Source: an optimization exercise on an open RTL-to-GDS flow (aim: small area, a short achievable clock period and few clock cycles). Production flows keep margins and buffers that such runs may drop.
RTL that was checked went through simulation tests only; none was proved equivalent to the original.
No functional check of the RTL was part of runs 6 to 10.
The clock cells of runs 4 to 10 come from the design's own scripts or RTL, not from TritonCTS.
The clock input has no modelled driver; a real chip could not lean on it and would need a root buffer or a full tree.
No activity file was given, so power comes from the tool's default toggle rates.

<file path="flow/run.sh">
#!/bin/bash
# The standard ORFS layout, with two changes: the ports get plain buf_2
# buffers, and the clock tree is built by hand (flow/manual_cts_inv.tcl, run as
# ORFS's PRE_CTS hook) as two levels of clkinv_16 inverters.
set -euo pipefail
here=$(cd "$(dirname "${BASH_SOURCE[0]}")" && pwd)
export BUFFER_PORTS_ARGS="-buffer_cell sky130_fd_sc_hd__buf_2"
export PRE_CTS_TCL="$here/manual_cts_inv.tcl"
bash standard.sh > standard.log 2>&1
</file>
<file path="constraint.sdc">
create_clock -name core_clock -period 6.5 [get_ports {clk}]
set_input_delay 1.3000 -clock core_clock [delete_from_list [all_inputs] [get_ports {clk}]]
set_output_delay 1.3000 -clock core_clock [all_outputs]
set_load 0.01 [all_outputs]
</file>
<file path="design.v">
module daly_rx (
    input  wire        clk,
    input  wire        rst,
    input  wire        start_valid,
    output wire        start_ready,
    input  wire [7:0]  start_cmd,
    input  wire [7:0]  start_n,
    input  wire        start_w2,
    input  wire [7:0]  start_count,
    input  wire        rx_valid,
    output wire        rx_ready,
    input  wire [7:0]  rx_data,
    input  wire        rx_last,
    input  wire        rx_ctl,
    output wire        item_valid,
    input  wire        item_ready,
    output wire [15:0] item_data,
    output wire        log_valid,
    output wire        log_kind,
    output wire [7:0]  log_a,
    output wire [7:0]  log_b,
    output wire        done,
    output wire [7:0]  done_frames,
    output wire [7:0]  done_items,
    output wire [2:0]  done_detail
);
    localparam D_NONE      = 3'd0;
    localparam D_READ_ERR  = 3'd1;
    localparam D_NO_DATA   = 3'd2;
    localparam D_SHORT     = 3'd3;
    localparam D_CHECKSUM  = 3'd4;
    localparam D_COMMAND   = 3'd5;
    reg        sr;             
    reg        rdy;            
    reg        rx_on;          
    reg        done_r;
    reg        emit;           
    reg [2:0]  nx;             
    reg [7:0]  x_cmd;
    reg        x_w2;
    reg [7:0]  rem;            
    reg [7:0]  nleft;          
    reg [3:0]  bc;             
    reg [7:0]  d_r;
    reg        v_r;            
    reg        s_r;            
    reg        k_r;            
    reg [7:0]  sum;            
    reg        cmd_ok;
    reg [7:0]  idx;            
    reg [7:0]  pb [0:6];       
    reg [15:0] itm;            
    reg [7:0]  frames;
    reg [7:0]  series;
    reg [7:0]  la;             
    reg [2:0]  detail;
    reg        log_v;
    reg        log_k;
    assign start_ready = sr;
    assign rx_ready    = rdy;
    assign item_valid  = emit;
    assign item_data   = itm;
    assign log_valid   = log_v;
    assign log_kind    = log_k;
    assign log_a       = la;
    assign log_b       = idx;
    assign done        = done_r;
    assign done_frames = frames;
    assign done_items  = series;
    assign done_detail = detail;
    wire start_take = start_valid && sr;
    wire take  = rx_valid && rdy;
    wire b12   = (bc == 4'd12);
    wire [3:0] bc1 = bc + 4'd1;
    wire short = take && !rx_ctl && !b12 && rx_last;
    wire rx_on_n = rx_on && !(take && (rx_ctl || (b12 ? nleft == 8'd1 : rx_last)));
    wire e_r   = v_r && (bc == 4'd0);      
    wire eq    = (d_r == sum);
    wire more  = (rem != 8'd0);
    wire okf   = e_r && eq && cmd_ok;
    wire lk    = okf && more;
    wire [7:0] frames1 = frames + 8'd1;
    wire mm    = (idx != frames1);
    wire emit_take = emit && item_ready;
    wire last_item = (rem == 8'd1) || (nx == (x_w2 ? 3'd3 : 3'd7));
    wire emit_n    = lk || (emit && !(item_ready && last_item));
    wire fin_n     = !rx_on_n && !emit_n && !take;
    wire [3:0] freed = x_w2 ? {nx, 1'b0} : {1'b0, nx};
    wire stall_t = emit && !b12 && (bc1 >= freed + 4'd5);
    wire stall_h = emit && (bc >= freed + 4'd5);
    wire stall_n = take ? stall_t : stall_h;
    wire [2:0] sel2 = {nx[1:0], 1'b0};
    wire [15:0] item_sel = x_w2 ? {pb[sel2], pb[sel2 + 3'd1]}
                                : {{8{pb[nx][7]}}, pb[nx]};
    always @(posedge clk) begin
        if (take)
            bc <= b12 ? 4'd0 : bc1;
        d_r <= rx_data;
        v_r <= !rst && take;
        s_r <= !rst && short;
        k_r <= !rst && take && rx_ctl;
        if (v_r) begin
            sum <= (bc == 4'd1 ? 8'd0 : sum) + d_r;
            if (bc == 4'd3)
                cmd_ok <= (d_r == x_cmd);
            if (bc == 4'd5)
                idx <= d_r;
            if (bc == 4'd6)  pb[0] <= d_r;
            if (bc == 4'd7)  pb[1] <= d_r;
            if (bc == 4'd8)  pb[2] <= d_r;
            if (bc == 4'd9)  pb[3] <= d_r;
            if (bc == 4'd10) pb[4] <= d_r;
            if (bc == 4'd11) pb[5] <= d_r;
            if (bc == 4'd12) pb[6] <= d_r;
        end
        if (e_r) begin
            nleft <= nleft - 8'd1;
            log_k <= 1'b1;
            if (!eq)
                detail <= D_CHECKSUM;
            else if (!cmd_ok)
                detail <= D_COMMAND;
            else
                frames <= frames1;
        end
        if (k_r)
            detail <= d_r[0] ? D_READ_ERR : D_NO_DATA;
        if (s_r) begin
            log_k  <= 1'b0;
            detail <= D_SHORT;
            idx    <= 8'd0;
        end
        la <= s_r ? {4'd0, bc} : frames1;
        if (!emit || item_ready)
            itm <= item_sel;
        if (!emit)
            nx <= lk ? 3'd1 : 3'd0;
        if (emit_take) begin
            series <= series + 8'd1;
            rem    <= rem - 8'd1;
            nx     <= nx + 3'd1;
        end
        if (start_take) begin
            x_cmd  <= start_cmd;
            x_w2   <= start_w2;
            rem    <= start_count;
            nleft  <= start_n;
            bc     <= 4'd0;
            frames <= 8'd0;
            series <= 8'd0;
            detail <= D_NONE;
        end
    end
    always @(posedge clk) begin
        emit  <= !rst && emit_n;
        log_v <= !rst && (s_r || (lk && mm));
    end
    always @(posedge clk) begin
        if (rst) begin
            sr     <= 1'b1;
            rdy    <= 1'b0;
            rx_on  <= 1'b0;
            done_r <= 1'b0;
        end else begin
            if (start_take) begin
                sr     <= (start_n == 8'd0);
                rdy    <= (start_n != 8'd0);
                rx_on  <= (start_n != 8'd0);
                done_r <= (start_n == 8'd0);
            end else if (!sr) begin
                rx_on  <= rx_on_n;
                rdy    <= rx_on_n && !stall_n;
                done_r <= fin_n;
                sr     <= fin_n;
            end else begin
                done_r <= 1'b0;
            end
        end
    end
endmodule
</file>
<file path="config.mk">
export PLATFORM = sky130hd
export DESIGN_NAME = daly_rx
export DESIGN_NICKNAME = daly_rx
export VERILOG_FILES = /design/flow/design.v
export SDC_FILE = /design/flow/constraint.sdc
export NUM_CORES = 4
export LEC_CHECK = 0
export ABC_AREA = 1
export CAP_MARGIN = 20
export CORE_MARGIN = 2
export CORE_UTILIZATION = 55
export PLACE_DENSITY = 0.65
export SETUP_SLACK_MARGIN = 4.4
export SLEW_MARGIN = 20
</file>
<file path="flow/manual_cts_inv.tcl">
# PRE_CTS_TCL hook: builds the clock tree by hand and leaves ORFS's
# clock_tree_synthesis with nothing to do. The clock port drives four root
# clkinv_16 inverters; each drives two leaf clkinv_16 inverters, and each
# leaf drives the flip-flops of one placement region (regions made by
# splitting the flip-flops at the median, along the wider side, three
# times). Every register sits two inversions from the clock port, so it
# sees the clock's own polarity. The rest of the CTS step (legalizing,
# timing repair) runs as usual.

# Splits items {x y ...} into k groups by recursive median bisection.
proc mct_bisect {items k} {
  if {$k <= 1 || [llength $items] < 2} { return [list $items] }
  set xs [lsort -integer [lmap i $items {lindex $i 0}]]
  set ys [lsort -integer [lmap i $items {lindex $i 1}]]
  set dx [expr {[lindex $xs end] - [lindex $xs 0]}]
  set dy [expr {[lindex $ys end] - [lindex $ys 0]}]
  set sorted [lsort -integer -index [expr {$dx >= $dy ? 0 : 1}] $items]
  set k1 [expr {$k / 2}]
  set n1 [expr {[llength $sorted] * $k1 / $k}]
  return [concat [mct_bisect [lrange $sorted 0 [expr {$n1 - 1}]] $k1] \
                 [mct_bisect [lrange $sorted $n1 end] [expr {$k - $k1}]]]
}

proc mct_centroid {grp} {
  set sx 0
  set sy 0
  foreach s $grp {
    incr sx [lindex $s 0]
    incr sy [lindex $s 1]
  }
  return [list [expr {$sx / [llength $grp]}] [expr {$sy / [llength $grp]}]]
}

proc mct_add_buf {block master name loc innet} {
  set inst [odb::dbInst_create $block $master $name]
  $inst setLocation {*}$loc
  $inst setPlacementStatus PLACED
  set net [odb::dbNet_create $block "${name}_net"]
  $net setSigType CLOCK
  [$inst findITerm A] connect $innet
  [$inst findITerm X] connect $net
  return $net
}

proc manual_clock_tree {nroot nleaf bufname} {
  set block [ord::get_db_block]
  set master [[ord::get_db] findMaster $bufname]
  set clknet [$block findNet clk]
  set sinks {}
  foreach it [$clknet getITerms] {
    lassign [[$it getInst] getLocation] x y
    lappend sinks [list $x $y $it]
  }
  set leaves [mct_bisect $sinks $nleaf]
  set litems {}
  set i 0
  foreach grp $leaves {
    lappend litems [list {*}[mct_centroid $grp] $i]
    incr i
  }
  set r 0
  foreach rgrp [mct_bisect $litems $nroot] {
    set rnet [mct_add_buf $block $master "clkinvroot_$r" [mct_centroid $rgrp] $clknet]
    foreach l $rgrp {
      set i [lindex $l 2]
      set grp [lindex $leaves $i]
      set lnet [mct_add_buf $block $master "clkinvleaf_$i" [lrange $l 0 1] $rnet]
      foreach s $grp {
        set it [lindex $s 2]
        $it disconnect
        $it connect $lnet
      }
      puts "manual clock tree: clkinvroot_$r -> clkinvleaf_$i -> [llength $grp] clock pins"
    }
    incr r
  }
}

set mct_out Y
manual_clock_tree 4 8 sky130_fd_sc_hd__clkinv_16
set_propagated_clock [all_clocks]
rename clock_tree_synthesis orfs_clock_tree_synthesis_unused
proc clock_tree_synthesis {args} {
  puts "clock_tree_synthesis skipped: the clock tree was built by the PRE_CTS hook"
}
</file>
<file path="standard.sh">
#!/bin/bash
# synth_recipe.tcl (not shown) runs the flow's synth.tcl, then flattens the netlist and writes it again
# the make line also repeats each setting of config.mk as NAME=value (left out here)
make -C /OpenROAD-flow-scripts/flow DESIGN_CONFIG=/design/flow/config.mk WORK_HOME=/design/flow/orfs CLKGATE_MAP_FILE= SYNTH_SCRIPT=/design/flow/synth_recipe.tcl "${@:-finish}"
</file>
==> results of run 1 <==
worst min-delay path by stage:
stage                                       from                endpoint  cells after the start
after detailed placement  detail[2]$_SDFFE_PP0P_  detail[2]$_SDFFE_PP0P_                      2
after floorplan           detail[2]$_SDFFE_PP0P_  detail[2]$_SDFFE_PP0P_                      2
after global placement    detail[2]$_SDFFE_PP0P_  detail[2]$_SDFFE_PP0P_                      2
logic make-up after synthesis:
family | after synthesis
AOI/OAI and AO/OA | 180
xor gates and xnor gates | 42
buffers and inverters | 116
DFF | 166
adders and majority gates | 31
and+or+nand+nor | 309
power groups by stage:
stage	clock (W)	combinational, W	sequential (W)
after floorplan	0	0.000144	0.00124
after global placement	0	0.000209	0.00124
after detailed placement	0	0.000214	0.00124
through the flow:
step	hold slack, ns	utilization (%)	cells	power (W)	setup WS, ns
after floorplan	0.469	-	844	0.00138	4.40
after global placement	0.435	60.1	1102	0.00145	3.46
after detailed placement	0.444	60.1	1102	0.00145	3.40
==> impl_metrics.toml, run 1 <==
[floorplan]
chipWidth_um = 125
die_y_um = 125
io_pins = 97
rows = 44
initial_core_util_pct = 55.7

[synthesis]
synth_top_area_share_pct = 40.9
synth_area_leaders = "edfxtp_1 41%, dfxtp_1 14%, nand2_1 7.0%, ha_1 4.7%, o21ai_0 4.2%"
ys_warn_count = 2
synth_top_family_by_area = "simple AND/OR/NAND/NOR gates"
seq_area_frac_synth_pct = 55.2
netlist_top_cells_count = "149 x nand2_1, 109 x edfxtp_1, 86 x nor2_1"
synth.distinct_cells = 46
yosys.area_share.simple_pct = 16.2
synthArstFlopShare_pct = 0
muxShareOfSynthArea_pct = 0
synth_xor_area_share_pct = 4.60
post-synth-top-area-cell = "edfxtp_1"
syn_inst = 844
yosysMostFrequentCell = "nand2_1"
synth-compound-area-share_pct = 13.2
synth-edff-count = 109
synth_seq_cells = 166
netlist_area_um2 = 8000
syn_nets = 915
yosys.area_share.adder_pct = 4.94
synthFlopType = "edfxtp_1"
syn_avg_cell_area_um2 = 9.47

[place]
dp_hpwl_um = 13600
port_buffers = 96
gp_congestion = 0.931
placed_area_um2 = 8630

[status]
error = "Error: cts.tcl, 6 invalid command name \"NULL\""
status = "aborted with a tool error"
stop_stage = "clock tree synthesis (4_1_cts)"
Testbench counts, summed over its fixed seeds: cycles 56,088.
==> run 2: changes to the inputs <==
--- a/flow/manual_cts_inv.tcl
+++ b/flow/manual_cts_inv.tcl
@@ -38,7 +38,7 @@
   set net [odb::dbNet_create $block "${name}_net"]
   $net setSigType CLOCK
   [$inst findITerm A] connect $innet
-  [$inst findITerm X] connect $net
+  [$inst findITerm $::mct_out] connect $net
   return $net
 }
 
==> run 2 against run 1 <==
  * The run again fails in clock tree synthesis (4_1_cts)
  * Area after synthesis is the same
  * Synthesized cell count is the same
==> impl_metrics.toml, run 2 <==
[status]
status = "aborted with a tool error"
stop_stage = "clock tree synthesis (4_1_cts)"
error = "Error: cts.tcl, 6 can't read \"::mct_out\": no such variable"

[synthesis]
synth-edff-count = 109
synth_area_leaders = "edfxtp_1 41%, dfxtp_1 14%, nand2_1 7.0%, ha_1 4.7%, o21ai_0 4.2%"
netlist_area_um2 = 8000
syn_avg_cell_area_um2 = 9.47
netlist_top_cells_count = "149 x nand2_1, 109 x edfxtp_1, 86 x nor2_1"
seq_area_frac_synth_pct = 55.2
synth_seq_cells = 166
synth.distinct_cells = 46
syn_nets = 915
synthFlopType = "edfxtp_1"
ys_warn_count = 2
post-synth-top-area-cell = "edfxtp_1"
synth_top_area_share_pct = 40.9
yosysMostFrequentCell = "nand2_1"
synthArstFlopShare_pct = 0
syn_inst = 844

[place]
placed_cells = 1102
dp_hpwl_um = 13600
gp_congestion = 0.931
port_buffers = 96

[floorplan]
chipWidth_um = 125
io_pins = 97
initial_core_util_pct = 55.7
rows = 44
die_y_um = 125
run 2: cell counts after synthesis:
No cell type changed its count.
run 2: kinds of logic after synthesis:
| family | share of synthesized area, % |
|---|---|
| XOR/XNOR | 4.60 |
| flip-flops | 55.2 |
| buffers and inverters | 5.84 |
| AND/OR/NAND/NOR | 16.2 |
| AO/OA/AOI/OAI | 13.2 |
| adder cells (fa/ha/maj) | 4.94 |
run 2: worst max path at each step:
stage / startpoint / to / slack (ns) / depth (start not counted)
floorplan: item_ready / series[7]$_SDFFE_PP0P_ / 4.40 / 8
global placement: start_valid / rdy$_SDFFE_PP0P_ / 3.46 / 8
detailed placement: start_valid / rdy$_SDFFE_PP0P_ / 3.40 / 8
run 2: stage by stage:
| step | hold WS [ns] | total power, W | util, % | instance area [um2] | worst slack [ns] |
|---|---|---|---|---|---|
| after global placement | 0.435 | 0.00145 | 60.1 | 8630 | 3.46 |
| after detailed placement | 0.444 | 0.00145 | 60.1 | 8630 | 3.40 |
| after floorplan | 0.469 | 0.00138 | - | 8040 | 4.40 |
run 2: power by group through the flow:
stage / clock (W) / sequential, W / combinational, W
floorplan: 0 / 0.00124 / 0.000144
global placement: 0 / 0.00124 / 0.000209
detailed placement: 0 / 0.00124 / 0.000214
==> run 3: changes to the inputs <==
--- a/flow/manual_cts_inv.tcl
+++ b/flow/manual_cts_inv.tcl
@@ -76,7 +76,7 @@
   }
 }
 
-set mct_out Y
+set ::mct_out Y
 manual_clock_tree 4 8 sky130_fd_sc_hd__clkinv_16
 set_propagated_clock [all_clocks]
 rename clock_tree_synthesis orfs_clock_tree_synthesis_unused
==> run 3 against run 2 <==
  * The flow again stops in clock tree synthesis (4_1_cts)
  * Synthesized cell count unchanged
  * Area after synthesis unchanged
==> impl_metrics.toml, run 3 <==
[status]
status = "aborted with a tool error"
error = "[ERROR DPL-0038] Utilization greater than 100%, impossible to legalize"
stop_stage = "clock tree synthesis (4_1_cts)"

[synthesis]
synth-edff-count = 109
synthFlopType = "edfxtp_1"
ys_warn_count = 2
syn_nets = 915
synth_area_leaders = "edfxtp_1 41%, dfxtp_1 14%, nand2_1 7.0%, ha_1 4.7%, o21ai_0 4.2%"
synth.distinct_cells = 46
synthArstFlopShare_pct = 0
seq_area_frac_synth_pct = 55.2
syn_inst = 844
synth_top_area_share_pct = 40.9
netlist_area_um2 = 8000
netlist_top_cells_count = "149 x nand2_1, 109 x edfxtp_1, 86 x nor2_1"
yosysMostFrequentCell = "nand2_1"
synth_seq_cells = 166
post-synth-top-area-cell = "edfxtp_1"
syn_avg_cell_area_um2 = 9.47

[clocking]
ctsHoldBuffers = 0
ctsResizeCount = 153
cts_setup_buffers = 65

[floorplan]
rows = 44
chipWidth_um = 125
io_pins = 97
die_y_um = 125
initial_core_util_pct = 55.7

[place]
post-place-ws_ns = 3.40
port_buffers = 96
dp_hpwl_um = 13600
gp_congestion = 0.931
## run 3: cell counts after synthesis
Identical to the previous run, type by type.
## run 3: power groups by stage
stage                     sequential, W  clock (W)  combinational (W)
after global placement          0.00124          0           0.000209
after floorplan                 0.00124          0           0.000144
after detailed placement        0.00124          0           0.000214
## run 3: worst min path at each step
stage	end	slack (ns)
floorplan	detail[2]$_SDFFE_PP0P_	0.47
global placement	detail[2]$_SDFFE_PP0P_	0.44
detailed placement	detail[2]$_SDFFE_PP0P_	0.44
## run 3: per-stage QoR
stage | total power [W] | std cells | cell area, um2 | hold slack (ns)
after global placement | 0.00145 | 1102 | 8630 | 0.435
after detailed placement | 0.00145 | 1102 | 8630 | 0.444
after floorplan | 0.00138 | 844 | 8040 | 0.469
## run 3: cell families after synthesis
logic type      count (synthesis)  synth area share, %
buf+inv                       116                 5.84
fa+ha+maj                      31                 4.94
flops                         166                 55.2
xor+xnor                       42                 4.60
compound gates                180                 13.2
simple gates                  309                 16.2
==> run 4: changes to the inputs <==
--- a/flow/manual_cts_inv.tcl
+++ b/flow/manual_cts_inv.tcl
@@ -83,3 +83,10 @@
 proc clock_tree_synthesis {args} {
   puts "clock_tree_synthesis skipped: the clock tree was built by the PRE_CTS hook"
 }
+# cts.tcl runs repair_clock_inverters after this hook; it would clone the
+# tree's inverters next to every register. The design has no other clock
+# inverters, so it has nothing else to do.
+rename repair_clock_inverters orfs_repair_clock_inverters_unused
+proc repair_clock_inverters {args} {
+  puts "repair_clock_inverters skipped: the clock tree was built by the PRE_CTS hook"
+}
==> run 4 against run 3 <==
  * The run now finishes clean
  * Area after synthesis stayed put
  * Synthesized cell count unchanged
==> impl_metrics.toml, run 4 <==
[sta]
finalSetupTns_ns = 0
slew_viol_final = 0
worst_pin_slew_ns = 0.835
fin_crit_sh_pct = 32.8
finClkSkew_ns = 0.0130
report.final.hold_viol_count = 0
min_period_ns = 2.13
slew_headroom_pct = 44.2
finalSetupViolCount = 0
rsz0062_at_grt = "yes"
clock.fmax_mhz = 470

[synthesis]
netlist_area_um2 = 8000
synthArstFlopShare_pct = 0
yosysMostFrequentCell = "nand2_1"
synth_area_leaders = "edfxtp_1 41%, dfxtp_1 14%, nand2_1 7.0%, ha_1 4.7%, o21ai_0 4.2%"
synth.distinct_cells = 46
synth_seq_cells = 166
seq_area_frac_synth_pct = 55.2
ys_warn_count = 2
synthFlopType = "edfxtp_1"
syn_inst = 844
synth-edff-count = 109
syn_avg_cell_area_um2 = 9.47
netlist_top_cells_count = "149 x nand2_1, 109 x edfxtp_1, 86 x nor2_1"
synth_top_area_share_pct = 40.9
post-synth-top-area-cell = "edfxtp_1"
syn_nets = 915

[finish]
drive_above_1_share_pct = 26.2
largestRegisters = "pb x56, itm x16"
largest_register = "pb"
n_antenna_cell = 0
area_growth_pct = 22.8
fin_nets = 1062
final_cell_mix = "138 x nand2_1, 109 x edfxtp_1, 96 x buf_2"
seq_area_um2 = 4440
fill_cells = 1140
largest_reg_flops = 56
final_common_cell = "nand2_1"
multi_input_area_um2 = 3410
final_area_um2 = 9820
final_util_pct = 68.3

[global_routing]
grt_first_pass_wirelength_um = 31300
grt_usage_pct = 24.5
grt_max_degree = 27
antenna_found_initial = 0
grt_pass1_vias = 6099
globalRouteOverflowTotal = 0

[floorplan]
die_area_um2 = 15500
initial_core_util_pct = 55.7
die_y_um = 125
io_pins = 97
core_um2 = 14400
rows = 44
chipWidth_um = 125

[routing]
vias = 6531
antenna_left = 0
drtPass1Iterations = 6
wirelength_um = 20400
drt_iter0_drc = 675
wire_per_inst_um = 17.4
vias_per_cell = 5.57
drc_errors = 0

[pwr]
vdd_drop_max_mv = 0.122
finalPower_w = 0.00205
cellPowerDensity_nw_per_um2 = 209
leakage_nw = 4.06

[critical_path]
worstSetupEndpointType = "flip-flop"
path_max_fanout = 3
cpMaxStageDelayCell = "a21oi_2"
critical_path_arrival_ns = 2.16
setup.worst_path.class = "input port to flip-flop"
critPathMaxStageDelay_ns = 0.23
crit_required_ns = 6.53
cp_common_cell = "nor2_1"
crit_chain = "buf_2, nor2_1, nand4_1, a21oi_2, inv_1, nor2_1, a21oi_1"
start_kind = "input port"

[clocking]
ctsHoldBuffers = 0
clk_latency_ns = 0.14
clkSlewWorstSetupHoldPaths_ns = 0.06

[place]
port_buffers = 96
placed_area_um2 = 8630
gp_congestion = 0.931
dp_hpwl_um = 13600

[flow_run]
maxCapViolations = 0

[hold_path]
hp-class = "flip-flop to flip-flop"

[status]
status = "timing/DRC/antenna clean"
run 4: cells by family (layout without fill, tap and decap cells):
kind of cell	count (synthesis)	count (layout)	synth area share, %
AO/OA/AOI/OAI	180	180	13.2
buffers and inverters	116	260	5.84
XOR/XNOR	42	42	4.60
flip-flops	166	166	55.2
AND/OR/NAND/NOR	309	310	16.2
adder cells (fa/ha/maj)	31	31	4.94
run 4: layer usage:
metal | wire (um) | up-vias | track usage (%)
li1 | - | 3170 | -
met1 | 8910 | 3027 | 34.9
met2 | 9750 | 291 | 41.8
met3 | 1290 | 43 | 1.80
met4 | 413 | 0 | 4.96
met5 | 0 | - | 0
run 4: stage by stage:
step           hold slack [ns]  setup slack [ns]  cells
2_1_floorplan            0.469              4.40    844
3_3_place_gp             0.435              3.46   1102
3_5_place_dp             0.444              3.40   1102
4_1_cts                  0.452              4.34   1140
5_1_grt                  0.473              4.28   1173
6_report                 0.452              4.37   1173
run 4: worst max-delay path, delay by kind of cell:
family	cells	cell delay (ns)
simple gates	3	0.39
compound gates	2	0.30
buf+inv	2	0.16
run 4: worst paths after layout:
| path | start | endpoint | slack [ns] | cells past startpoint |
|---|---|---|---|---|
| setup / recovery | start_n[4] | rdy$_SDFFE_PP0P_ | 4.37 | 7 |
| hold / removal | detail[2]$_SDFFE_PP0P_ | detail[2]$_SDFFE_PP0P_ | 0.45 | 2 |
| setup reg to reg | nx[0]$_DFFE_PP_ | itm[12]$_DFFE_PP_ | 4.43 | 12 |
| hold reg to reg | detail[2]$_SDFFE_PP0P_ | detail[2]$_SDFFE_PP0P_ | 0.45 | 2 |
run 4: layout make-up:
| type | instances | share of cell area (%) |
|---|---|---|
| repair buffers | 154 | 9.97 |
| multi-input cells | 563 | 34.7 |
| well taps | 184 | 2.34 |
| flip-flops and latches | 166 | 45.2 |
| inverters | 105 | 7.63 |
| repair inverters | 1 | 0.166 |
run 4: what timing repair did:
action	4_1_cts	5_1_grt
endpoints found under the setup margin	100	87
cloned	1	2
gates resized for setup	43	50
buffers inserted	25	31
pin swaps	12	21
run 4: where the power goes:
part | leakage (nW) | switching [W] | internal [W]
Clock | 0.137 | 0.000427 | 0.000153
Combinational | 2.41 | 0.000142 | 0.000110
Sequential | 1.51 | 0.0000426 | 0.00118
==> run 5: changes to the inputs <==
--- a/design.v
+++ b/design.v
@@ -41,7 +41,7 @@
     reg [7:0]  rem;            
     reg [7:0]  nleft;          
     reg [3:0]  bc;             
-    reg [7:0]  d_r;
+    reg [7:0]  d_r;            
     reg        v_r;            
     reg        s_r;            
     reg        k_r;            
@@ -86,21 +86,18 @@
     wire emit_n    = lk || (emit && !(item_ready && last_item));
     wire fin_n     = !rx_on_n && !emit_n && !take;
     wire [3:0] freed = x_w2 ? {nx, 1'b0} : {1'b0, nx};
-    wire stall_t = emit && !b12 && (bc1 >= freed + 4'd5);
-    wire stall_h = emit && (bc >= freed + 4'd5);
-    wire stall_n = take ? stall_t : stall_h;
-    wire [2:0] sel2 = {nx[1:0], 1'b0};
-    wire [15:0] item_sel = x_w2 ? {pb[sel2], pb[sel2 + 3'd1]}
+    wire stall_n = emit && (b12 || bc >= freed + 4'd4);
+    wire [15:0] item_sel = x_w2 ? {pb[{nx[1:0], 1'b0}], pb[{nx[1:0], 1'b1}]}
                                 : {{8{pb[nx][7]}}, pb[nx]};
     always @(posedge clk) begin
         if (take)
             bc <= b12 ? 4'd0 : bc1;
-        d_r <= rx_data;
+        d_r <= take ? rx_data : 8'd0;
         v_r <= !rst && take;
         s_r <= !rst && short;
         k_r <= !rst && take && rx_ctl;
+        sum <= (v_r && bc == 4'd1 ? 8'd0 : sum) + d_r;
         if (v_r) begin
-            sum <= (bc == 4'd1 ? 8'd0 : sum) + d_r;
             if (bc == 4'd3)
                 cmd_ok <= (d_r == x_cmd);
             if (bc == 4'd5)
==> run 5 against run 4 <==
  * Still clean
  * Wire length down 6.7%
  * Sequential cell count unchanged
  * Area after synthesis is 0.53% lower
  * Die area shrank 0.51%
  * Via count shrank 2.1%
  * Final area fell by 3.7%
  * Total power grew 5.8%
  * Synthesized cell count down 0.71%
  * Worst hold slack improved by 0.024 ns
  * Critical endpoint unchanged
  * Largest power group unchanged
  * Highest routed layer unchanged
==> impl_metrics.toml, run 5 <==
[place]
port_buffers = 96
dp_hpwl_um = 13600
post-place-ws_ns = 3.41
gp_congestion = 0.922

[sta]
rsz0062_at_grt = "yes"
finalSetupViolCount = 0
finClkSkew_ns = 0.0130
worst_pin_slew_ns = 0.734
min_period_ns = 2.12
finalSetupTns_ns = 0
final.setup.worst_slack_ns = 4.38
slew_viol_final = 0
slew_headroom_pct = 50.9
clock.fmax_mhz = 472
report.final.hold_viol_count = 0
fin_crit_sh_pct = 32.6

[pwr]
cellPowerDensity_nw_per_um2 = 229
leakage_nw = 3.92
vdd_drop_max_mv = 0.197

[finish]
largest_register = "pb"
n_antenna_cell = 0
final_cell_mix = "130 x nand2_1, 101 x edfxtp_1, 94 x inv_1, 94 x buf_2, 71 x nor2_1"
fin_nets = 1023
drive_above_1_share_pct = 24.4
area_growth_pct = 18.9
largest_reg_flops = 56
final_common_cell = "nand2_1"
fill_cells = 1084
largestRegisters = "pb x56, itm x16"

[floorplan]
die_area_um2 = 15400
io_pins = 97
chipWidth_um = 124
die_y_um = 124
core_um2 = 14000
rows = 43
initial_core_util_pct = 56.9

[critical_path]
crit_start = "start_n[6]"
r2r_cells = 8
path_max_fanout = 2
start_kind = "input port"
worstReg2RegEnd = "rdy$_SDFFE_PP0P_"
r2r-start = "x_w2$_DFFE_PP_"
critPathCapture = "rdy$_SDFFE_PP0P_"
crit_required_ns = 6.52
reg2reg_slack_ns = 4.43
critical_path_arrival_ns = 2.14
worstSetupEndpointType = "flip-flop"
setup.worst_path.class = "input port to flip-flop"

[global_routing]
grt_pass1_vias = 6160
grt_max_degree = 44
antenna_found_initial = 0
grt_first_pass_wirelength_um = 30800
globalRouteOverflowTotal = 0
grt_usage_pct = 23.8

[clocking]
clk_latency_ns = 0.14
clkSlewWorstSetupHoldPaths_ns = 0.05

[synthesis]
synth-edff-count = 101
synth_seq_cells = 166
syn_nets = 907
yosysMostFrequentCell = "nand2_1"
ys_warn_count = 2
synthFlopType = "edfxtp_1"
synth_area_leaders = "edfxtp_1 38%, dfxtp_1 16%, nand2_1 6.5%, inv_1 4.7%, ha_1 4.4%"
netlist_top_cells_count = "138 x nand2_1, 101 x edfxtp_1, 100 x inv_1"
syn_inst = 838
synth_top_area_share_pct = 38.1
syn_avg_cell_area_um2 = 9.49
synth.distinct_cells = 48
post-synth-top-area-cell = "edfxtp_1"
synthArstFlopShare_pct = 0
seq_area_frac_synth_pct = 54.5
netlist_area_um2 = 7950

[routing]
wire_per_inst_um = 16.8
dr_wl_met2_um = 8660
top_layer_used = "met4"
wirelength_um = 19000
antenna_left = 0
wl_met1_um = 8520
drtPass1Iterations = 5
vias_per_cell = 5.65
drc_errors = 0
vias = 6392
drt_iter0_drc = 500
route.met3.wl_um = 1400

[flow_run]
maxCapViolations = 0

[status]
status = "timing/DRC/antenna clean"

[hold_path]
holdPathStages = 2
hp-class = "flip-flop to flip-flop"
[run 5: changes by cell type in the layout (fill, tap and decap cells not counted), sizes merged, moves of 7 or more]
cell	change
o211ai	+17
xnor2	-12
edfxtp	-8
inv	+20
dfxtp	+8
o21ai	-31
nand3	-7
o221ai	+9
buf	-32
[run 5: through the flow]
| stage | power [W] | hold slack, ns | cells | util (%) | area, um2 |
|---|---|---|---|---|---|
| finish | 0.00217 | 0.476 | 1132 | 67.6 | 9460 |
| global placement | 0.00155 | 0.447 | 1097 | 61.6 | 8620 |
| detailed placement | 0.00156 | 0.461 | 1097 | 61.6 | 8620 |
| floorplan | 0.00147 | 0.469 | 838 | - | 7990 |
| CTS | 0.00214 | 0.469 | 1127 | 66.2 | 9270 |
| global route | 0.00229 | 0.506 | 1132 | 67.6 | 9460 |
[run 5: how the worst min path moves through the flow]
stage | start | end | slack [ns]
global route | detail[2]$_SDFFE_PP0P_ | detail[2]$_SDFFE_PP0P_ | 0.51
CTS | detail[2]$_SDFFE_PP0P_ | detail[2]$_SDFFE_PP0P_ | 0.47
detailed placement | detail[2]$_SDFFE_PP0P_ | detail[2]$_SDFFE_PP0P_ | 0.46
global placement | detail[2]$_SDFFE_PP0P_ | detail[2]$_SDFFE_PP0P_ | 0.45
floorplan | detail[2]$_SDFFE_PP0P_ | detail[2]$_SDFFE_PP0P_ | 0.47
finish | detail[2]$_SDFFE_PP0P_ | detail[2]$_SDFFE_PP0P_ | 0.48
[run 5: critical path: stages]
cell and delay, ns:
buf_4 0.12, nor4_4 0.27, and2_4 0.21, nor2_4 0.04
a21oi_1 0.12, a21oi_1 0.08
[run 5: cell families after synthesis]
| logic type | count (synthesis) | synth area share [%] |
|---|---|---|
| AO/OA/AOI/OAI | 172 | 12.9 |
| XOR/XNOR | 34 | 3.74 |
| adder cells (fa/ha/maj) | 29 | 4.66 |
| buffers and inverters | 131 | 6.39 |
| flip-flops | 166 | 54.5 |
| AND/OR/NAND/NOR | 306 | 17.8 |
[run 5: what timing repair did]
item                                    CTS  global route
hold endpoints to repair                  0             0
endpoints found under the setup margin   98            60
hold buffers                              0             0
buffers inserted                         18             5
pin swaps                                 9             9
resized for setup                        36            38
cloned                                    0             0
[run 5: routing by layer]
metal,GRT usage (%),vias to the layer above
met5,0,-
li1,-,3089
met1,34.7,2978
met4,6.01,0
met2,37.9,290
met3,3.18,35
[run 5: final cells by class]
cell class / instances / area [um2] / share of cell area, %
inverter: 125 / 817 / 8.64
tap: 180 / 225 / 2.38
sequential: 166 / 4350 / 46.0
multi-input combinational: 541 / 3380 / 35.8
timing repair buffer: 120 / 686 / 7.25
[run 5: power by group]
part           switching, W  total, W  internal [W]
clock network      0.000425  0.000578      0.000153
logic              0.000199  0.000345      0.000147
registers         0.0000558   0.00124       0.00119
Testbench counts of run 5, summed over its fixed seeds: cycles 56,088.
==> run 6: changes to the inputs <==
--- a/design.v
+++ b/design.v
@@ -73,7 +73,8 @@
     wire b12   = (bc == 4'd12);
     wire [3:0] bc1 = bc + 4'd1;
     wire short = take && !rx_ctl && !b12 && rx_last;
-    wire rx_on_n = rx_on && !(take && (rx_ctl || (b12 ? nleft == 8'd1 : rx_last)));
+    wire rx_on_n = rx_on && nleft != 8'd0 &&
+                   !(take && (rx_ctl || (b12 ? nleft == 8'd1 : rx_last)));
     wire e_r   = v_r && (bc == 4'd0);      
     wire eq    = (d_r == sum);
     wire more  = (rem != 8'd0);
@@ -160,10 +161,10 @@
             done_r <= 1'b0;
         end else begin
             if (start_take) begin
-                sr     <= (start_n == 8'd0);
-                rdy    <= (start_n != 8'd0);
-                rx_on  <= (start_n != 8'd0);
-                done_r <= (start_n == 8'd0);
+                sr     <= 1'b0;
+                rdy    <= 1'b1;
+                rx_on  <= 1'b1;
+                done_r <= 1'b0;
             end else if (!sr) begin
                 rx_on  <= rx_on_n;
                 rdy    <= rx_on_n && !stall_n;
--- a/config.mk
+++ b/config.mk
@@ -5,10 +5,9 @@
 export SDC_FILE = /design/flow/constraint.sdc
 export NUM_CORES = 4
 export LEC_CHECK = 0
-export ABC_AREA = 1
 export CAP_MARGIN = 20
 export CORE_MARGIN = 2
 export CORE_UTILIZATION = 55
 export PLACE_DENSITY = 0.65
-export SETUP_SLACK_MARGIN = 4.4
+export SETUP_SLACK_MARGIN = 4.45
 export SLEW_MARGIN = 20
==> run 6 against run 5 <==
  * Cell count down 11%
  * Sequential share of layout area down 0.32 points
  * Synthesized cell count down 18%
  * Total power down 0.87%
  * Combinational power down 3%
  * Maximum frequency down 6.1%
  * Utilization up 4.5 points
  * Critical path depth up 1
  * Die area down 4.3%
  * Largest cell class unchanged
  * Largest power group unchanged
  * Highest routed layer is now met5
==> impl_metrics.toml, run 6 <==
[status]
status = "timing/DRC/antenna clean"

[critical_path]
start_kind = "input port"
setup.worst_path.class = "input port to flip-flop"
r2r_cells = 9
worstSetupEndpointType = "flip-flop"
cpMaxStageDelayCell = "o21a_1"
critical_path_arrival_ns = 2.31
crit_required_ns = 6.56
r2r-start = "nx[0]$_DFFE_PP_"
worstReg2RegEnd = "rdy$_SDFFE_PP0P_"
critPathMaxStageDelay_ns = 0.23
reg2reg_slack_ns = 4.27
crit_chain = "buf_8, and2_4, a31oi_4, o32ai_2, o21a_1, nand3_2, o21ai_1"
path_buf_inv = 1
path_max_fanout = 3
crit_family = "compound AO/OA/AOI/OAI gates"

[synthesis]
syn_inst = 685
post-synth-top-area-cell = "edfxtp_1"
synth.distinct_cells = 56
netlist_top_cells_count = "101 x edfxtp_1, 81 x nand2_1, 65 x dfxtp_1"
synth-edff-count = 101
synth_seq_cells = 166
yosysMostFrequentCell = "edfxtp_1"
ys_warn_count = 2
netlist_area_um2 = 7600
synth_top_area_share_pct = 39.9
seq_area_frac_synth_pct = 57.0
synthFlopType = "edfxtp_1"
synthArstFlopShare_pct = 0
syn_nets = 755
synth_area_leaders = "edfxtp_1 40%, dfxtp_1 17%, ha_1 4.8%, xnor2_1 4.5%, nand2_1 4.0%"
syn_avg_cell_area_um2 = 11.1

[finish]
largest_register = "pb"
n_antenna_cell = 0
area_growth_pct = 26.7
fin_nets = 903
final_common_cell = "edfxtp_1"
largest_reg_flops = 56
final_cell_mix = "101 x edfxtp_1, 94 x buf_2, 73 x nand2_1"
drive_above_1_share_pct = 32.9
largestRegisters = "pb x56, itm x16"

[sta]
rsz0062_at_grt = "yes"
worst_pin_slew_ns = 0.940
finalSetupTns_ns = 0
clock.fmax_mhz = 444
slew_headroom_pct = 37.2
fin_crit_sh_pct = 34.7
min_period_ns = 2.25
finalSetupViolCount = 0
slew_viol_final = 0
report.final.hold_viol_count = 0
finClkSkew_ns = 0.00691

[floorplan]
core_um2 = 13300
die_y_um = 122
rows = 42
die_area_um2 = 14800
io_pins = 97
initial_core_util_pct = 56.9
chipWidth_um = 122

[clocking]
ctsHoldBuffers = 0
clk_latency_ns = 0.14
clkSlewWorstSetupHoldPaths_ns = 0.05

[pwr]
vdd_drop_max_mv = 0.169
leakage_nw = 3.74
finalPower_w = 0.00215
cellPowerDensity_nw_per_um2 = 223

[routing]
vias = 5819
wirelength_um = 18900
drc_errors = 0
vias_per_cell = 5.78
drt_iter0_drc = 613
antenna_left = 0
wire_per_inst_um = 18.8
drtPass1Iterations = 8

[place]
gp_congestion = 0.905
port_buffers = 96
dp_hpwl_um = 12100

[flow_run]
maxCapViolations = 0

[global_routing]
grt_first_pass_wirelength_um = 28300
grt_max_degree = 49
grt_pass1_vias = 5418
globalRouteOverflowTotal = 0
grt_usage_pct = 24.3
antenna_found_initial = 1

[hold_path]
worstHoldEndpoint = "log_k$_SDFFE_PP0P_"
hp-start = "log_k$_SDFFE_PP0P_"
hp-class = "flip-flop to flip-flop"
holdPathStages = 2
## run 6: timing repair
| action | CTS | global route |
|---|---|---|
| endpoints found under the setup margin | 105 | 89 |
| setup buffers | 32 | 27 |
| pin swaps | 29 | 38 |
| gates cloned | 2 | 4 |
| endpoints found under the hold margin | 0 | 0 |
| resized for setup | 70 | 65 |
## run 6: how the worst max path moves through the flow
stage	slack, ns	endpoint	startpoint	cells past startpoint
after global routing	4.21	rdy$_SDFFE_PP0P_	nx[0]$_DFFE_PP_	9
after CTS	4.23	sr$_SDFF_PP1_	rx_valid	7
after detailed placement	3.65	rem[7]$_DFFE_PP_	start_valid	4
final	4.25	sr$_SDFF_PP1_	rx_valid	7
after floorplan	4.22	rdy$_SDFFE_PP0P_	rx_valid	6
after global placement	3.70	nleft[4]$_DFFE_PP_	start_valid	4
## run 6: kinds of logic after synthesis
family	share of synthesized area (%)
compound gates	12.6
xor+xnor	7.03
fa+ha+maj	5.04
buf+inv	2.80
flops	57.0
mux	2.02
simple gates	13.4
## run 6: area by class of cell
type | instances | area [um2]
Multi-Input combinational cell | 469 | 3460
Sequential cell | 166 | 4400
Tap cell | 176 | 220
Timing Repair inverter | 1 | 11.3
Fill cell | 958 | 3720
Inverter | 36 | 483
Timing Repair Buffer | 159 | 1050
## run 6: worst register-to-register path, cell delays in order, from the launching register on
cell       delay (ns)
edfxtp_1         0.46
inv_2            0.16
nor2_1           0.07
ha_1             0.27
nand2b_1         0.14
a21o_1           0.18
a21oi_1          0.15
nor2b_1          0.06
o311a_1          0.31
a2111oi_2        0.32
## run 6: where the power goes
part | leakage [nW] | internal (W) | switching [W]
combinational | 2.08 | 0.000172 | 0.000162
clock | 0.137 | 0.000153 | 0.000432
sequential | 1.52 | 0.00118 | 0.0000540
## run 6: routing by layer
metal  global-route usage (%)  up-vias  wire length [um]
met3                     3.42       22              1700
met4                     3.74        2               250
li1                         -     2797                 -
met5                        0        -                13
met1                     36.7     2731              8320
met2                     38.3      267              8650
## run 6: per-stage QoR
step	worst slack [ns]	hold WS, ns	std cells	area (um2)	util, %
after floorplan	4.22	0.444	685	7720	-
after global placement	3.70	0.463	930	8270	62.0
after detailed placement	3.65	0.466	930	8270	62.0
after CTS	4.23	0.474	976	9190	68.8
after global routing	4.21	0.484	1007	9630	72.1
final	4.25	0.473	1007	9630	72.1
==> run 7: changes to the inputs <==
--- a/config.mk
+++ b/config.mk
@@ -5,6 +5,7 @@
 export SDC_FILE = /design/flow/constraint.sdc
 export NUM_CORES = 4
 export LEC_CHECK = 0
+export ABC_AREA = 1
 export CAP_MARGIN = 20
 export CORE_MARGIN = 2
 export CORE_UTILIZATION = 55
==> run 7 against run 6 <==
  * Via count grew 12%
  * Worst hold slack got worse by 0.0096 ns
  * Sequential power barely moved
  * First-iteration DRC count fell by 15%
  * Cell count increased by 16%
  * Total power up 0.29%
  * Wire length increased by 4.6%
  * Worst setup slack improved by 0.18 ns
  * Final area increased by 0.29%
  * Critical path type unchanged
  * Largest cell class unchanged
  * Highest routed layer is now met4
==> impl_metrics.toml, run 7 <==
[pwr]
vdd_drop_max_mv = 0.145
p_int_w = 0.00148
p_sw_w = 0.000674
seqPwrFrac_pct = 57.1
leakage_nw = 4.13
p_clk_share_pct = 27.3
switching_share_pct = 31.3
cellPowerDensity_nw_per_um2 = 223
finalPower_w = 0.00215
combPwrFrac_pct = 15.6

[critical_path]
cpMaxStageDelayCell = "nor3_4"
critical_path_arrival_ns = 2.09
start_kind = "input port"
critPathCapture = "series[6]$_SDFFE_PP0P_"
cp_common_cell = "buf_6"
worstReg2RegEnd = "sum[5]$_DFF_P_"
worstSetupEndpointType = "flip-flop"
path_max_fanout = 6
crit_start = "item_ready"
crit_required_ns = 6.52
reg2reg_slack_ns = 4.46
setup.worst_path.class = "input port to flip-flop"
crit_chain = "buf_6, nand2_4, buf_6, nor3_4, nand4_1, o21ai_1, a21oi_1"
critPathMaxStageDelay_ns = 0.16
r2r_cells = 10
r2r-start = "bc[1]$_SDFFE_PP0P_"

[clocking]
clk_latency_ns = 0.14
ctsHoldBuffers = 0
clkSlewWorstSetupHoldPaths_ns = 0.05

[sta]
finClkSkew_ns = 0.0125
slew_viol_final = 0
rsz0062_at_grt = "yes"
hold_slack_ns = 0.463
report.final.hold_viol_count = 0
fin_crit_sh_pct = 31.8
finalSetupTns_ns = 0
worst_pin_slew_ns = 0.938
min_period_ns = 2.07
clock.fmax_mhz = 483
slew_headroom_pct = 37.2
finalSetupViolCount = 0

[synthesis]
synthFlopType = "edfxtp_1"
synth_top_area_share_pct = 38.1
synth.distinct_cells = 48
syn_nets = 923
netlist_top_cells_count = "143 x nand2_1, 114 x inv_1, 101 x edfxtp_1"
yosys.area_share.simple_pct = 17.6
seq_area_frac_synth_pct = 54.5
synth-compound-area-share_pct = 13.2
post-synth-top-area-cell = "edfxtp_1"
ys_warn_count = 2
yosys.area_share.adder_pct = 4.82
syn_inst = 853
synth_area_leaders = "edfxtp_1 38%, dfxtp_1 16%, nand2_1 6.8%, inv_1 5.4%, ha_1 4.6%"
netlist_area_um2 = 7950
synth_xor_area_share_pct = 2.97
synthArstFlopShare_pct = 0
syn_avg_cell_area_um2 = 9.32
synth_top_family_by_area = "simple AND/OR/NAND/NOR gates"
synth-edff-count = 101
yosysMostFrequentCell = "nand2_1"
synth_seq_cells = 166
muxShareOfSynthArea_pct = 0

[hold_path]
hp-class = "flip-flop to flip-flop"

[global_routing]
grt_max_degree = 34
grt_usage_pct = 24.4
antenna_found_initial = 0
grt_pass1_vias = 6285
globalRouteOverflowTotal = 0
grt_first_pass_wirelength_um = 31400

[routing]
wirelength_um = 19800
dr_wl_met2_um = 9510
wire_per_inst_um = 17.0
vias = 6513
drc_errors = 0
top_layer_used = "met4"
drt_iter0_drc = 522
drtPass1Iterations = 5
wl_met1_um = 8560
antenna_left = 0
route.met3.wl_um = 1270
vias_per_cell = 5.58

[finish]
largest_register = "pb"
final_common_cell = "nand2_1"
final_util_pct = 69.0
largestRegisters = "pb x56, itm x16"
largest_reg_flops = 56
area_growth_pct = 21.4
n_antenna_cell = 0
fin_nets = 1059
drive_above_1_share_pct = 28.1
final_cell_mix = "133 x nand2_1, 102 x inv_1, 101 x edfxtp_1"
fill_cells = 1092

[place]
gp_congestion = 0.923
port_buffers = 96
dp_hpwl_um = 13900

[floorplan]
initial_core_util_pct = 56.8
core_um2 = 14000
die_area_um2 = 15400
io_pins = 97
chipWidth_um = 124
rows = 43
die_y_um = 124

[flow_run]
maxCapViolations = 0

[status]
status = "timing/DRC/antenna clean"
-- run 7: layout make-up --
class	count	area [um2]	share of cell area, %
Sequential cell	166	4370	45.2
Tap cell	180	225	2.33
Timing Repair Buffer	139	881	9.12
Multi-Input combinational cell	544	3310	34.3
Inverter	138	868	8.99
-- run 7: worst min-delay path by stage --
| stage | start | to | slack (ns) | depth (start not counted) |
|---|---|---|---|---|
| 2_1_floorplan | rx_on$_SDFFE_PP0P_ | rx_on$_SDFFE_PP0P_ | 0.45 | 2 |
| 3_3_place_gp | log_k$_SDFFE_PP0P_ | log_k$_SDFFE_PP0P_ | 0.45 | 2 |
| 3_5_place_dp | log_k$_SDFFE_PP0P_ | log_k$_SDFFE_PP0P_ | 0.46 | 2 |
| 4_1_cts | log_k$_SDFFE_PP0P_ | log_k$_SDFFE_PP0P_ | 0.47 | 2 |
| 5_1_grt | detail[2]$_SDFFE_PP0P_ | detail[2]$_SDFFE_PP0P_ | 0.50 | 2 |
| 6_report | log_k$_SDFFE_PP0P_ | log_k$_SDFFE_PP0P_ | 0.46 | 2 |
-- run 7: power groups by stage --
| stage | Sequential (W) | Combinational (W) | Clock, W |
|---|---|---|---|
| 2_1_floorplan | 0.00124 | 0.000208 | 0 |
| 6_report | 0.00123 | 0.000336 | 0.000589 |
| 4_1_cts | 0.00123 | 0.000308 | 0.000600 |
| 3_5_place_dp | 0.00125 | 0.000286 | 0 |
| 3_3_place_gp | 0.00125 | 0.000273 | 0 |
| 5_1_grt | 0.00124 | 0.000380 | 0.000645 |
-- run 7: stage by stage --
stage	cell area, um2	setup slack [ns]	cells
4_1_cts	9380	4.41	1149
2_1_floorplan	8020	4.42	853
3_5_place_dp	8640	3.80	1113
3_3_place_gp	8640	3.90	1113
5_1_grt	9650	4.35	1167
6_report	9650	4.43	1167
-- run 7: worst max-delay path: cells and delay by family --
family,cells,cell delay [ns]
AND/OR/NAND/NOR,3,0.36
buffers and inverters,2,0.23
AO/OA/AOI/OAI,2,0.20
-- run 7: layer usage --
layer | track usage [%] | vias to the layer above
met5 | 0 | -
met4 | 6.08 | 0
met3 | 1.94 | 37
met2 | 41.3 | 278
met1 | 34.3 | 3051
li1 | - | 3147
-- run 7: kinds of logic after synthesis --
logic type / count (synthesis)
compound gates: 170
xor+xnor: 27
fa+ha+maj: 30
buf+inv: 144
flops: 166
simple gates: 316
-- run 7: repair_timing --
item,CTS,global route
buffers inserted,23,16
setup endpoints to repair,109,54
resized for setup,54,47
gates cloned,1,2
pin swaps,9,19
==> run 8: changes to the inputs <==
--- a/flow/manual_cts_inv.tcl
+++ b/flow/manual_cts_inv.tcl
@@ -2,8 +2,8 @@
 # clock_tree_synthesis with nothing to do. The clock port drives four root
 # clkinv_16 inverters; each drives two leaf clkinv_16 inverters, and each
 # leaf drives the flip-flops of one placement region (regions made by
-# splitting the flip-flops at the median, along the wider side, three
-# times). Every register sits two inversions from the clock port, so it
+# splitting the flip-flops at the median, along the wider side, again and
+# again). Every register sits two inversions from the clock port, so it
 # sees the clock's own polarity. The rest of the CTS step (legalizing,
 # timing repair) runs as usual.
 
--- a/config.mk
+++ b/config.mk
@@ -10,5 +10,5 @@
 export CORE_MARGIN = 2
 export CORE_UTILIZATION = 55
 export PLACE_DENSITY = 0.65
-export SETUP_SLACK_MARGIN = 4.45
+export SETUP_SLACK_MARGIN = 4.5
 export SLEW_MARGIN = 20
==> run 8 against run 7 <==
  * Still clean on timing, DRC and antenna
  * Worst setup slack worse by 0.073 ns
  * Sequential power barely moved
  * Register-to-register slack about the same
  * Utilization up 1.6 points
  * First-iteration DRC count up 19%
  * Sequential cell count unchanged
  * Largest cell class unchanged
  * Highest routed layer unchanged
==> impl_metrics.toml, run 8 <==
[status]
status = "timing/DRC/antenna clean"

[critical_path]
critPathMaxStageDelay_ns = 0.51
path_max_fanout = 5
cpMaxStageDelayCell = "dfxtp_2"
crit_family = "flip-flops"
path_buf_inv = 1
critical_path_arrival_ns = 0.84
crit_chain = "buf_2"
setup.worst_path.class = "flip-flop to primary output"
worstSetupEndpointType = "primary output"
crit_required_ns = 5.20
start_kind = "flip-flop"

[place]
post-place-ws_ns = 3.56
dp_hpwl_um = 14200
gp_congestion = 0.920
placed_cells = 1111
port_buffers = 96

[global_routing]
antenna_found_initial = 0
grt_usage_pct = 25.3
globalRouteOverflowTotal = 0
grt_max_degree = 34
grt_first_pass_wirelength_um = 32100
grt_pass1_vias = 6276

[sta]
min_period_ns = 2.14
clock.fmax_mhz = 467
slew_viol_final = 0
finalSetupViolCount = 0
finalSetupTns_ns = 0
finClkSkew_ns = 0.00785
worst_pin_slew_ns = 0.972
rsz0062_at_grt = "yes"
fin_crit_sh_pct = 33.0
slew_headroom_pct = 34.9
final.setup.worst_slack_ns = 4.36
report.final.hold_viol_count = 0

[finish]
largest_reg_flops = 56
largest_register = "pb"
final_cells = 1180
final_common_cell = "nand2_1"
n_antenna_cell = 0
drive_above_1_share_pct = 32.0
largestRegisters = "pb x56, itm x16"
fill_cells = 1066
fin_nets = 1072
area_growth_pct = 24.2
final_cell_mix = "128 x nand2_1, 101 x inv_1, 101 x edfxtp_1"

[clocking]
clk_latency_ns = 0.14
clkSlewWorstSetupHoldPaths_ns = 0.05

[synthesis]
synth-edff-count = 101
yosys.area_share.adder_pct = 4.82
seq_area_frac_synth_pct = 54.5
synth_top_area_share_pct = 38.1
muxShareOfSynthArea_pct = 0
synth_seq_cells = 166
syn_nets = 923
synth_xor_area_share_pct = 2.97
synthArstFlopShare_pct = 0
syn_avg_cell_area_um2 = 9.32
synth_top_family_by_area = "simple AND/OR/NAND/NOR gates"
yosysMostFrequentCell = "nand2_1"
syn_inst = 853
netlist_area_um2 = 7950
synth.distinct_cells = 48
synthFlopType = "edfxtp_1"
yosys.area_share.simple_pct = 17.6
ys_warn_count = 2
netlist_top_cells_count = "143 x nand2_1, 114 x inv_1, 101 x edfxtp_1"
synth-compound-area-share_pct = 13.2
synth_area_leaders = "edfxtp_1 38%, dfxtp_1 16%, nand2_1 6.8%, inv_1 5.4%, ha_1 4.6%"
post-synth-top-area-cell = "edfxtp_1"

[pwr]
cellPowerDensity_nw_per_um2 = 217
finalPower_w = 0.00214
leakage_nw = 4.21
vdd_drop_max_mv = 0.151

[routing]
antenna_left = 0
wirelength_um = 21300
drc_errors = 0
vias_per_cell = 5.65
vias = 6663
wire_per_inst_um = 18.1
drtPass1Iterations = 5
drt_iter0_drc = 619

[floorplan]
rows = 43
die_y_um = 124
chipWidth_um = 124
die_area_um2 = 15400
core_um2 = 14000
io_pins = 97
initial_core_util_pct = 56.8

[flow_run]
maxCapViolations = 0

[hold_path]
hp-class = "flip-flop to flip-flop"
[run 8: cell counts after synthesis]
No cell type changed its count.
[run 8: what timing repair did]
| action | CTS | global route |
|---|---|---|
| pin swaps | 14 | 30 |
| gates cloned | 0 | 2 |
| hold buffers | 0 | 0 |
| setup endpoints to repair | 137 | 103 |
| resized for setup | 76 | 69 |
| buffers inserted | 28 | 27 |
[run 8: logic make-up after synthesis]
group,after synthesis
AO/OA/AOI/OAI,170
buffers and inverters,144
AND/OR/NAND/NOR,316
XOR/XNOR,27
flip-flops,166
adder cells (fa/ha/maj),30
[run 8: final timing paths]
path                               start                      to  slack (ns)  cells after the start
hold reg to reg   detail[2]$_SDFFE_PP0P_  detail[2]$_SDFFE_PP0P_        0.47                      2
setup reg to reg      bc[1]$_SDFFE_PP0P_          sum[6]$_DFF_P_        4.45                     13
setup / recovery           sr$_SDFF_PP1_             start_ready        4.36                      1
hold / removal    detail[2]$_SDFFE_PP0P_  detail[2]$_SDFFE_PP0P_        0.47                      2
[run 8: area by class of cell]
cell class	count	area, um2	share of cell area [%]
tap	180	225	2.28
multi-input combinational	545	3440	34.9
timing repair buffer	151	937	9.49
inverter	138	875	8.85
sequential	166	4400	44.5
[run 8: power by group]
| part | internal [W] | total, W | switching [W] |
|---|---|---|---|
| sequential | 0.00118 | 0.00123 | 0.0000505 |
| clock | 0.000153 | 0.000580 | 0.000427 |
| combinational | 0.000139 | 0.000335 | 0.000196 |
[run 8: through the flow]
stage	hold slack [ns]	instance area [um2]	utilization, %
finish	0.467	9880	70.6
global route	0.494	9880	70.6
CTS	0.466	9450	67.6
detailed placement	0.459	8650	61.8
global placement	0.454	8650	61.8
floorplan	0.454	8040	-
[run 8: routing by layer]
metal  vias to the layer above  GRT usage, %  part of all wire [%]
met5                         -             0                     0
met4                         0          5.35                   2.5
met3                        47          2.28                   5.9
met2                       288          42.9                    49
met1                      3147          35.8                    42
li1                       3181             -                     -
==> run 9: changes to the inputs <==
--- a/config.mk
+++ b/config.mk
@@ -10,5 +10,5 @@
 export CORE_MARGIN = 2
 export CORE_UTILIZATION = 55
 export PLACE_DENSITY = 0.65
-export SETUP_SLACK_MARGIN = 4.5
+export SETUP_SLACK_MARGIN = 4.35
 export SLEW_MARGIN = 20
==> run 9 against run 8 <==
  * Sequential share of layout area grew 1.2 points
  * Sequential power barely moved
  * Die area unchanged
  * Synthesized cell count unchanged
  * Still clean
  * Worst setup slack better by 0.0027 ns
  * Critical endpoint is now nleft[1]$_DFFE_PP_
  * Total power rose by 0.22%
  * Clock power rose by 1%
  * Utilization is 2.6 points lower
==> impl_metrics.toml, run 9 <==
[global_routing]
grt_max_degree = 22
antenna_found_initial = 0
grt_pass1_vias = 6329
grt_usage_pct = 25.3
globalRouteOverflowTotal = 0
grt_first_pass_wirelength_um = 32300

[floorplan]
io_pins = 97
rows = 43
core_um2 = 14000
chipWidth_um = 124
die_area_um2 = 15400
initial_core_util_pct = 56.8
die_y_um = 124

[flow_run]
maxCapViolations = 0

[synthesis]
synth_seq_cells = 166
synth_area_leaders = "edfxtp_1 38%, dfxtp_1 16%, nand2_1 6.8%, inv_1 5.4%, ha_1 4.6%"
netlist_area_um2 = 7950
yosysMostFrequentCell = "nand2_1"
synth_top_area_share_pct = 38.1
netlist_top_cells_count = "143 x nand2_1, 114 x inv_1, 101 x edfxtp_1"
post-synth-top-area-cell = "edfxtp_1"
syn_nets = 923
synth.distinct_cells = 48
syn_avg_cell_area_um2 = 9.32
synth-edff-count = 101
syn_inst = 853
seq_area_frac_synth_pct = 54.5
synthFlopType = "edfxtp_1"
ys_warn_count = 2
synthArstFlopShare_pct = 0

[hold_path]
hp-start = "detail[2]$_SDFFE_PP0P_"
hp-class = "flip-flop to flip-flop"

[finish]
area_growth_pct = 19.7
largest_register = "pb"
final_common_cell = "nand2_1"
final_cell_mix = "136 x nand2_1, 104 x inv_1, 101 x edfxtp_1"
largest_reg_flops = 56
final_area_um2 = 9510
final_util_pct = 68.0
largestRegisters = "pb x56, itm x16"
fin_nets = 1051
n_antenna_cell = 0
drive_above_1_share_pct = 25.4

[routing]
drc_errors = 0
wirelength_um = 20300
vias = 6520
drtPass1Iterations = 5
antenna_left = 0
vias_per_cell = 5.63
wire_per_inst_um = 17.5
drt_iter0_drc = 552

[sta]
finClkSkew_ns = 0.00888
finalSetupViolCount = 0
finalSetupTns_ns = 0
rsz0062_at_grt = "yes"
report.final.hold_viol_count = 0
slew_headroom_pct = 26.4
slew_viol_final = 0
fin_crit_sh_pct = 32.9
final.setup.worst_slack_ns = 4.36
clock.fmax_mhz = 467
worst_pin_slew_ns = 1.10
min_period_ns = 2.14

[critical_path]
start_kind = "input port"
setup.worst_path.class = "input port to flip-flop"
r2r-start = "bc[1]$_SDFFE_PP0P_"
crit_required_ns = 6.38
path_max_fanout = 17
crit_start = "start_valid"
worstSetupEndpointType = "flip-flop"
critical_path_arrival_ns = 2.02

[place]
port_buffers = 96
post-place-ws_ns = 3.42
dp_hpwl_um = 14200
gp_congestion = 0.952
placed_area_um2 = 8610

[pwr]
cellPowerDensity_nw_per_um2 = 226
vdd_drop_max_mv = 0.154
finalPower_w = 0.00215
leakage_nw = 4.05

[clocking]
clkSlewWorstSetupHoldPaths_ns = 0.05
clk_latency_ns = 0.14

[status]
status = "timing/DRC/antenna clean"
## run 9: cell counts after synthesis
No cell type changed its count.
## run 9: repair_timing
action,CTS,global route
setup buffers,20,11
gates resized for setup,41,35
gates cloned,2,0
hold buffers,0,0
endpoints found under the setup margin,97,41
pin swaps,6,9
## run 9: worst max-delay path: stages
cell,delay (ns)
buf_2,0.13
nand2_4,0.07
buf_12,0.14
clkinvlp_4,0.09
buf_12,0.15
nand2_1,0.06
o21ai_0,0.07
## run 9: kinds of logic after synthesis
group / Yosys count / synth area share [%]
DFF: 166 / 54.5
xor gates and xnor gates: 27 / 2.97
buffers and inverters: 144 / 6.96
AOI/OAI and AO/OA: 170 / 13.2
and+or+nand+nor: 316 / 17.6
adders and majority gates: 30 / 4.82
## run 9: layout make-up
class                      count  area (um2)
multi-input combinational    543        3280
sequential                   166        4350
timing repair inverter         1        7.51
tap                          180         225
inverter                     138         848
timing repair buffer         131         798
fill                        1092        4470
## run 9: per-layer routing
metal / vias up / routed length [um] / track usage, %
li1: 3124 / - / -
met1: 3065 / 8640 / 34.1
met2: 272 / 9900 / 43.8
met3: 59 / 1120 / 2.67
met4: 0 / 658 / 7.01
met5: - / 0 / 0
## run 9: power by group
part / total, W / internal, W / switching [W]
clock: 0.000586 / 0.000153 / 0.000432
sequential: 0.00123 / 0.00118 / 0.0000480
combinational: 0.000335 / 0.000143 / 0.000192
total: 0.00215 / 0.00148 / 0.000672
## run 9: worst paths after layout
kind | to | depth (start not counted) | slack, ns
max | nleft[1]$_DFFE_PP_ | 7 | 4.36
min | detail[2]$_SDFFE_PP0P_ | 2 | 0.45
max reg2reg | sum[6]$_DFF_P_ | 13 | 4.40
min reg2reg | detail[2]$_SDFFE_PP0P_ | 2 | 0.45
## run 9: stage by stage
| stage | cells | hold slack, ns |
|---|---|---|
| finish | 1159 | 0.446 |
| CTS | 1148 | 0.446 |
| global route | 1159 | 0.464 |
| floorplan | 853 | 0.454 |
| global placement | 1114 | 0.449 |
| detailed placement | 1114 | 0.437 |
==> run 10: changes to the inputs <==
--- a/config.mk
+++ b/config.mk
@@ -9,6 +9,6 @@
 export CAP_MARGIN = 20
 export CORE_MARGIN = 2
 export CORE_UTILIZATION = 55
-export PLACE_DENSITY = 0.65
-export SETUP_SLACK_MARGIN = 4.35
+export PLACE_DENSITY = 0.5
+export SETUP_SLACK_MARGIN = 4.42
 export SLEW_MARGIN = 20
==> run 10 against run 9 <==
  * Final area grew 3.4%
  * Largest cell class unchanged
  * First-iteration DRC count shrank 0.54%
  * Critical path depth grew 2
  * Via count grew 0.26%
==> impl_metrics.toml, run 10 <==
[status]
status = "timing/DRC/antenna clean"

[synthesis]
netlist_area_um2 = 7950
synth_area_leaders = "edfxtp_1 38%, dfxtp_1 16%, nand2_1 6.8%, inv_1 5.4%, ha_1 4.6%"
synth_top_family_by_area = "simple AND/OR/NAND/NOR gates"
synth_xor_area_share_pct = 2.97
netlist_top_cells_count = "143 x nand2_1, 114 x inv_1, 101 x edfxtp_1"
synth_seq_cells = 166
synthArstFlopShare_pct = 0
ys_warn_count = 2
synthFlopType = "edfxtp_1"
synth-edff-count = 101
synth-compound-area-share_pct = 13.2
seq_area_frac_synth_pct = 54.5
yosys.area_share.simple_pct = 17.6
yosys.area_share.adder_pct = 4.82
synth.distinct_cells = 48
muxShareOfSynthArea_pct = 0
syn_inst = 853
syn_nets = 923
yosysMostFrequentCell = "nand2_1"
post-synth-top-area-cell = "edfxtp_1"
syn_avg_cell_area_um2 = 9.32
synth_top_area_share_pct = 38.1

[pwr]
cellPowerDensity_nw_per_um2 = 223
seqPwrFrac_pct = 56.1
p_sw_w = 0.000689
combPwrFrac_pct = 17.2
leakage_nw = 4.19
switching_share_pct = 31.5
vdd_drop_max_mv = 0.180
p_clk_share_pct = 26.7
p_int_w = 0.00150

[critical_path]
critical_path_arrival_ns = 2.17
cpMaxStageDelayCell = "nor3_4"
worstSetupEndpointType = "flip-flop"
critPathMaxStageDelay_ns = 0.16
start_kind = "input port"
path_buf_inv = 2
crit_family = "simple AND/OR/NAND/NOR gates"
crit_chain = "buf_12, nand2_8, nor3_4, nand2_2, inv_2, nand3_4, nor2_4, a21oi_2, o21a_1"
setup.worst_path.class = "input port to flip-flop"
crit_required_ns = 6.53
path_max_fanout = 4

[sta]
finalSetupTns_ns = 0
rsz0062_at_grt = "yes"
finClkSkew_ns = 0.00824
fin_crit_sh_pct = 32.8
min_period_ns = 2.13
clock.fmax_mhz = 469
report.final.hold_viol_count = 0
finalSetupViolCount = 0
slew_headroom_pct = 35.8
slew_viol_final = 0
worst_pin_slew_ns = 0.959

[finish]
fin_nets = 1070
largest_register = "pb"
largestRegisters = "pb x56, itm x16"
final_cell_mix = "131 x nand2_1, 103 x inv_1, 101 x edfxtp_1"
area_growth_pct = 23.7
drive_above_1_share_pct = 28.6
n_antenna_cell = 0
final_area_um2 = 9840
final_common_cell = "nand2_1"
largest_reg_flops = 56

[routing]
wire_per_inst_um = 17.6
vias_per_cell = 5.55
drc_errors = 0
wirelength_um = 20800
vias = 6537
drtPass1Iterations = 5
antenna_left = 0
drt_iter0_drc = 549

[floorplan]
rows = 43
die_y_um = 124
io_pins = 97
chipWidth_um = 124
core_um2 = 14000
initial_core_util_pct = 56.8
die_area_um2 = 15400

[hold_path]
hp-class = "flip-flop to flip-flop"

[place]
port_buffers = 96
placed_area_um2 = 8650
gp_congestion = 0.935
dp_hpwl_um = 13900

[global_routing]
globalRouteOverflowTotal = 0
grt_pass1_vias = 6375
grt_max_degree = 22
antenna_found_initial = 0
grt_usage_pct = 25.4
grt_first_pass_wirelength_um = 32400

[flow_run]
maxCapViolations = 0

[clocking]
ctsHoldBuffers = 0
clkSlewWorstSetupHoldPaths_ns = 0.05
clk_latency_ns = 0.14
[run 10: cell counts after synthesis]
No cell type changed its count.
[run 10: layout make-up]
cell class | instances | area, um2
inverter | 138 | 858
fill | 1054 | 4150
multi-input combinational | 543 | 3380
timing repair inverter | 1 | 7.51
tap | 180 | 225
timing repair buffer | 150 | 1000
sequential | 166 | 4370
[run 10: cells by family after synthesis]
| logic type | after synthesis |
|---|---|
| simple gates | 316 |
| compound gates | 170 |
| flops | 166 |
| buf+inv | 144 |
| fa+ha+maj | 30 |
| xor+xnor | 27 |
[run 10: worst register-to-register path, stage by stage, from the launching register on]
cell and delay [ns]:
dfxtp_4 0.36, inv_4 0.05, ha_4 0.16, nand2_4 0.07
nor2_4 0.04, buf_12 0.13, nor2_4 0.10, ha_4 0.16
inv_4 0.04, fa_2 0.37, o21ai_4 0.19, a21oi_2 0.07
nor2_1 0.10, nor2_1 0.06, xnor2_1 0.12
[run 10: metal layers]
metal / track usage, % / wire length [um] / vias to the layer above
met1: 35.0 / 8970 / 3151
met3: 2.24 / 1120 / 22
li1: - / - / 3157
met4: 4.76 / 285 / 0
met5: 0 / 0 / -
met2: 44.3 / 10400 / 207
[run 10: power groups by stage]
stage               clock network, W  logic [W]  registers [W]
floorplan                          0   0.000206        0.00124
global placement                   0   0.000275        0.00125
detailed placement                 0   0.000287        0.00125
CTS                         0.000593   0.000315        0.00123
global route                0.000648   0.000424        0.00123
finish                      0.000586   0.000376        0.00123
[run 10: final timing paths]
kind / start / to / slack, ns / depth (start not counted)
worst max-delay path: item_ready / series[7]$_SDFFE_PP0P_ / 4.37 / 9
worst min register to register: detail[2]$_SDFFE_PP0P_ / detail[2]$_SDFFE_PP0P_ / 0.45 / 2
worst max register to register: bc[1]$_SDFFE_PP0P_ / sum[6]$_DFF_P_ / 4.38 / 14
worst min-delay path: detail[2]$_SDFFE_PP0P_ / detail[2]$_SDFFE_PP0P_ / 0.45 / 2
[run 10: what timing repair did]
action	in CTS	in global routing
pin swaps	10	22
cloned	2	0
buffers inserted	27	21
gates resized for setup	54	59
setup endpoints to repair	101	72
[run 10: per-stage QoR]
stage	hold slack (ns)	total power [W]	cells	util (%)	setup slack, ns
2_1_floorplan	0.454	0.00145	853	-	4.42
3_3_place_gp	0.451	0.00152	1116	61.8	3.54
3_5_place_dp	0.452	0.00154	1116	61.8	3.45
4_1_cts	0.460	0.00213	1157	67.5	4.40
5_1_grt	0.472	0.00230	1178	70.3	4.29
6_report	0.454	0.00219	1178	70.3	4.37

Check on run 10: ideal ports give 4.366 ns setup slack; a clkbuf_16 on the clock port and buf_2 on the inputs give 4.233 ns; moving port delays by the midpoint clock arrival (0.350 ns) as well gives 4.163 ns.
